Context: an optimization exercise on an open-source flow, tuned for small area, a short achievable clock period and few clock cycles. The choices shown serve that exercise and are no tape-out recipe. In this exercise RTL edits were held to simulation tests only and were not proved equivalent to the original. Power figures rest on the tool's default switching activity, not on a simulated workload.

==> 04-15: inputs <==
## dphy_tc
module dphy_tc (
    input  wire        clk,
    input  wire        rst,           
    input  wire        cmd_valid,
    output wire        cmd_ready,
    input  wire [31:0] cmd_data,
    output reg  [31:0] result,
    output reg         mmio_valid,
    output wire [15:0] mmio_addr,
    output wire [31:0] mmio_data,
    output reg         rpt_valid,
    output wire [31:0] rpt_raw,
    output wire [31:0] rpt_rounded
);
clock: 10.0 ns
lec_check: 0
abc_area: 1
cap_margin: 20
core_margin: 2
core_utilization: 40
place_density: 0.6
setup_slack_margin: 5
slew_margin: 20
run.sh (not shown) runs the stock make flow with config.mk's settings and CLKGATE_MAP_FILE= SYNTH_SCRIPT=/design/flow/synth_recipe.tcl, a recipe that flattens the netlist after the stock synthesis.
==> 10-24 (differences from 04-15) <==
--- a/flow/design.v
+++ b/flow/design.v
@@ -3,30 +3,30 @@
     input  wire        rst,           
     input  wire        cmd_valid,
     output wire        cmd_ready,
     input  wire [31:0] cmd_data,
     output reg  [31:0] result,
     output reg         mmio_valid,
     output wire [15:0] mmio_addr,
-    output wire [31:0] mmio_data,
+    output reg  [31:0] mmio_data,
     output reg         rpt_valid,
     output wire [31:0] rpt_raw,
     output wire [31:0] rpt_rounded
 );
     reg        mode_valid;
     reg        mode_big;          
     reg [5:0]  mode_div;
     reg [1:0]  mode_fmt;
     reg        mode_cls;
     reg        mode_l;            
     reg        plan_valid;
     reg        plan_ovr_used;
     reg [5:0]  plan_pclk;
     reg [15:0] plan_raw;
-    reg [16:0] plan_rnd;          
+    reg [16:2] plan_rnd;          
     reg [7:0]  c0, c1, c2, c3, c4, c6, c7, c8;
     reg [8:0]  c5;
     reg        s9_en, s10_en;     
     reg [7:0]  s9_val, s10_val;
     reg [10:0] ovr_en;
     reg [7:0]  ov0, ov1, ov2, ov3, ov4, ov5, ov6, ov7, ov8, ov9, ov10;
     reg [31:0] img0, img1;
@@ -35,15 +35,14 @@
     reg        img_valid;
     reg        img_any;           
     reg [31:0] stg;
     reg [7:0]  status;
     reg        busy;              
     reg        wr_act;            
     reg [1:0]  wr_ph;             
-    reg        wr_stg;            
     reg [13:0] addr_q;
     wire        clamp   = (plan_raw > 16'd3996);
     wire [11:0] raw_eff = plan_raw[11:0] | {12{|plan_raw[15:12]}};
     wire [99:0] pt_0 = raw_eff[0] ? 100'd902965501974299904866554806272 : 100'd0;
     wire [99:0] pt_1 = raw_eff[1] ? 100'd902965501974299904866554806272 : pt_0;
     wire [99:0] pt_2 = raw_eff[2] ? 100'd902965501974299904866554806272 : pt_1;
     wire [99:0] pt_3 = raw_eff[0] ? 100'd488887491956290745121693040640 : 100'd902965501974299904866554806272;
@@ -852,26 +851,16 @@
     wire [6:0] lt_542 = raw_eff[8] ? lt_541 : lt_515;
     wire [6:0] lt_543 = raw_eff[9] ? lt_542 : lt_483;
     wire [6:0] lt_544 = raw_eff[10] ? lt_543 : lt_413;
     wire [6:0] lt_545 = raw_eff[11] ? lt_544 : lt_277;
     wire [6:0] lt = lt_545;
     assign cmd_ready   = !busy && !wr_act;
     assign rpt_raw     = {16'd0, plan_raw};
-    assign rpt_rounded = {15'd0, plan_rnd};
-    reg [31:0] img_sel;
-    always @(*) begin
-        case (wr_ph)
-            2'd0:    img_sel = img0;
-            2'd1:    img_sel = img1;
-            2'd2:    img_sel = {24'd0, img2};
-            default: img_sel = {16'd0, img3};
-        endcase
-    end
-    assign mmio_data = wr_stg ? stg : img_sel;
-    assign mmio_addr = wr_stg ? {addr_q, 2'b00} : {9'd0, 1'b1, 2'b00, wr_ph, 2'b00};
+    assign rpt_rounded = {15'd0, plan_rnd, 2'b00};
+    assign mmio_addr   = {addr_q, 2'b00};
     wire [7:0]  op  = cmd_data[31:24];
     wire [7:0]  sel = cmd_data[23:16];
     wire [15:0] imm = cmd_data[15:0];
     wire sel0   = (sel == 8'd0);
     wire imm0   = (imm == 16'd0);
     wire immh0  = (imm[15:8] == 8'd0);
     wire sel_c  = (sel >= 8'h03) && (sel <= 8'h0D);
@@ -956,20 +945,22 @@
     wire [2:0] r3  = add3(add3(m01, m23), add3(m45, m67));
     wire [1:0] r4  = plan_raw[1:0];
     wire [1:0] n4  = 2'd0 - r4;
     wire [2:0] n3  = {r3[1], r3[2], r3[0]};   
     wire [2:0] n4m3 = {n4 == 2'd2, n4 == 2'd1, (n4 == 2'd0) || (n4 == 2'd3)};
     wire [2:0] j3  = add3(n3, {n4m3[1], n4m3[2], n4m3[0]});
     wire [3:0] pad = {j3[2], j3[1], n4};
-    wire [16:0] rnd_calc = {1'b0, plan_raw} + {13'd0, pad};
+    wire [2:0]  rnd_lo   = {1'b0, plan_raw[3:2]} + {1'b0, pad[3:2]} + {2'd0, |plan_raw[1:0]};
+    wire [12:0] raw_inc  = {1'b0, plan_raw[15:4]} + 13'd1;
+    wire [16:2] rnd_calc = {rnd_lo[2] ? raw_inc : {1'b0, plan_raw[15:4]}, rnd_lo[1:0]};
     wire [8:0]  bp = pt[73:65];
     wire [8:0]  t0 = {1'b0, pt[81:74]};
     wire [8:0]  t1 = pt[90:82];
     wire [8:0]  t2 = pt[99:91];
-    wire [11:0] ddr = clamp ? 12'd3996 : plan_rnd[11:0];
+    wire [11:0] ddr = clamp ? 12'd3996 : {plan_rnd[11:2], 2'b00};
     wire [9:0]  sum9  = c6 + c7 + c8 + 10'd2;
     wire [10:0] sum10 = {c8, 2'b00} + c4 + c5 + 11'd2;
     wire [9:0]  c9    = s9_en  ? {2'd0, s9_val}  : sum9;
     wire [10:0] c10   = s10_en ? {3'd0, s10_val} : sum10;
     wire        ovf   = c5[8] || (c9 > 10'd255) || (c10 > 11'd255);
     reg [31:0] rd_mux;
     always @(*) begin
@@ -1014,14 +1005,22 @@
                          do_write && !img_valid,
                          do_pack && !plan_valid,
                          (do_compute && mode_valid && mode_big) || (do_calc && imm0),
                          do_compute && !mode_valid,
                          accept && !legal,
                          busy && clamp};
     wire [7:0] st_clr = do_clrstat ? imm[7:0] : 8'd0;
+    reg [31:0] img_nxt;
+    always @(*) begin
+        case (wr_ph)
+            2'd1:    img_nxt = img1;
+            2'd2:    img_nxt = {24'd0, img2};
+            default: img_nxt = {16'd0, img3};
+        endcase
+    end
     always @(posedge clk) begin
         if (rst) begin
             mode_valid    <= 1'b0;
             plan_valid    <= 1'b0;
             plan_ovr_used <= 1'b0;
             ovr_en        <= 11'd0;
             img_valid     <= 1'b0;
@@ -1034,15 +1033,15 @@
             mmio_valid    <= 1'b0;
             rpt_valid     <= 1'b0;
         end else begin
             status     <= (status & ~st_clr) | st_set;
             busy       <= start;
             rpt_valid  <= busy && clamp;
             mmio_valid <= write_ok || wrstg_ok || wr_act;
-            wr_act     <= write_ok || (wr_act && (wr_ph != 2'd2));
+            wr_act     <= write_ok || (wr_act && (wr_ph != 2'd3));
             if (do_setmode) mode_valid <= 1'b1;
             if (start) begin
                 plan_valid    <= 1'b1;
                 plan_ovr_used <= |ovr_en;
             end
             if (do_setovr) ovr_en <= ovr_en | slot;
             if (do_clrovr) ovr_en <= (sel == 8'hFF) ? 11'd0 : (ovr_en & ~slot);
@@ -1104,18 +1103,20 @@
         if (pack_ok) begin
             img0 <= {c3, c2, c1, c0};
             img1 <= {c7, c6, c5[7:0], c4};
             img2 <= c8;
             img3 <= {c10[7:0], c9[7:0]};
         end
         if (write_ok) begin
-            wr_stg <= 1'b0;
-            wr_ph  <= 2'd0;
+            wr_ph     <= 2'd1;
+            addr_q    <= 14'h10;
+            mmio_data <= img0;
+        end else if (wrstg_ok) begin
+            addr_q    <= imm[15:2];
+            mmio_data <= stg;
         end else if (wr_act) begin
-            wr_ph  <= wr_ph + 2'd1;
-        end
-        if (wrstg_ok) begin
-            wr_stg <= 1'b1;
-            addr_q <= imm[15:2];
+            wr_ph     <= wr_ph + 2'd1;
+            addr_q    <= {12'd4, wr_ph};
+            mmio_data <= img_nxt;
         end
     end
 endmodule
==> flow/flow/run.sh (new file) <==
#!/bin/bash
# Own layout flow: the standard flow (standard.sh runs the unchanged ORFS scripts from
# synthesis to the final layout), with two make settings added on its command line:
set -euo pipefail
bash standard.sh finish SETUP_SLACK_MARGIN=6.25 \
    "BUFFER_PORTS_ARGS=-buffer_cell sky130_fd_sc_hd__buf_4" > standard_flow.log 2>&1
==> flow/standard.sh (new file) <==
#!/bin/bash
# synth_recipe.tcl (not shown) runs the flow's synth.tcl, then flattens the netlist and writes it again
# the make line also repeats each setting of config.mk as NAME=value (left out here)
make -C /OpenROAD-flow-scripts/flow DESIGN_CONFIG=/design/flow/config.mk WORK_HOME=/design/flow/orfs CLKGATE_MAP_FILE= SYNTH_SCRIPT=/design/flow/synth_recipe.tcl "${@:-finish}"
- SETUP_SLACK_MARGIN: 5 -> default
removed: flow/run.sh
==> metrics.md <==
| Metric | Value |
|---|---|
| Number of gates resized after cts | `9` |
| Crit path max-delay family | `buffers and inverters` |
| Fillers | `6102` |
| Die area | `0.06409 mm^2` |
| Vias/cell | `5.901` |
| Total power | `4.116 mW` |
| Status | `complete, no violations` |
| Xor/xnor share of the synthesized area | `0.007407` |
the above is filed under 04-15

==> metrics.md <==
| Metric | Value |
|---|---|
| Status | `complete, no violations` |
| Total power | `4.164 mW` |
| Number of gates resized after cts | `122` |
| Xor/xnor share of the synthesized area | `0.005436` |
the above is filed under 10-24

Testbench counts of 04-15, summed over its fixed seeds: cycles 3,302.
Testbench counts of 10-24, summed over its fixed seeds: cycles 3,302.

==> re-timing with driven ports <==
The flow's constraints put no driver on any port. The routed layouts listed below were extracted and timed again, unchanged, in two steps.
Step 1, drivers: a clkbuf_16 drives clk and a buf_2 each remaining input, both assumed.
Step 2 also shifts input and output timing later by t, the mid clock arrival at the registers, as if the neighbouring blocks saw the same clock.
Slacks: no drivers / after step 1 / after step 2; pairs: no drivers / after step 1.
run	t, ns	setup slack, ns	worst setup path after step 2	latest minus earliest clock arrival (ns)	cell pins on the clock port's net
04-15	0.688	5.055 / 4.997 / 4.429	input to register	0.029 / 0.030	1
10-24	0.687	6.160 / 6.159 / 5.472	input to register	0.025 / 0.024	1
After both steps every run listed still meets setup and hold. For 10-24, which loses most, drivers alone change the setup slack by -0.001 ns; drivers and shift together by -0.688 ns.
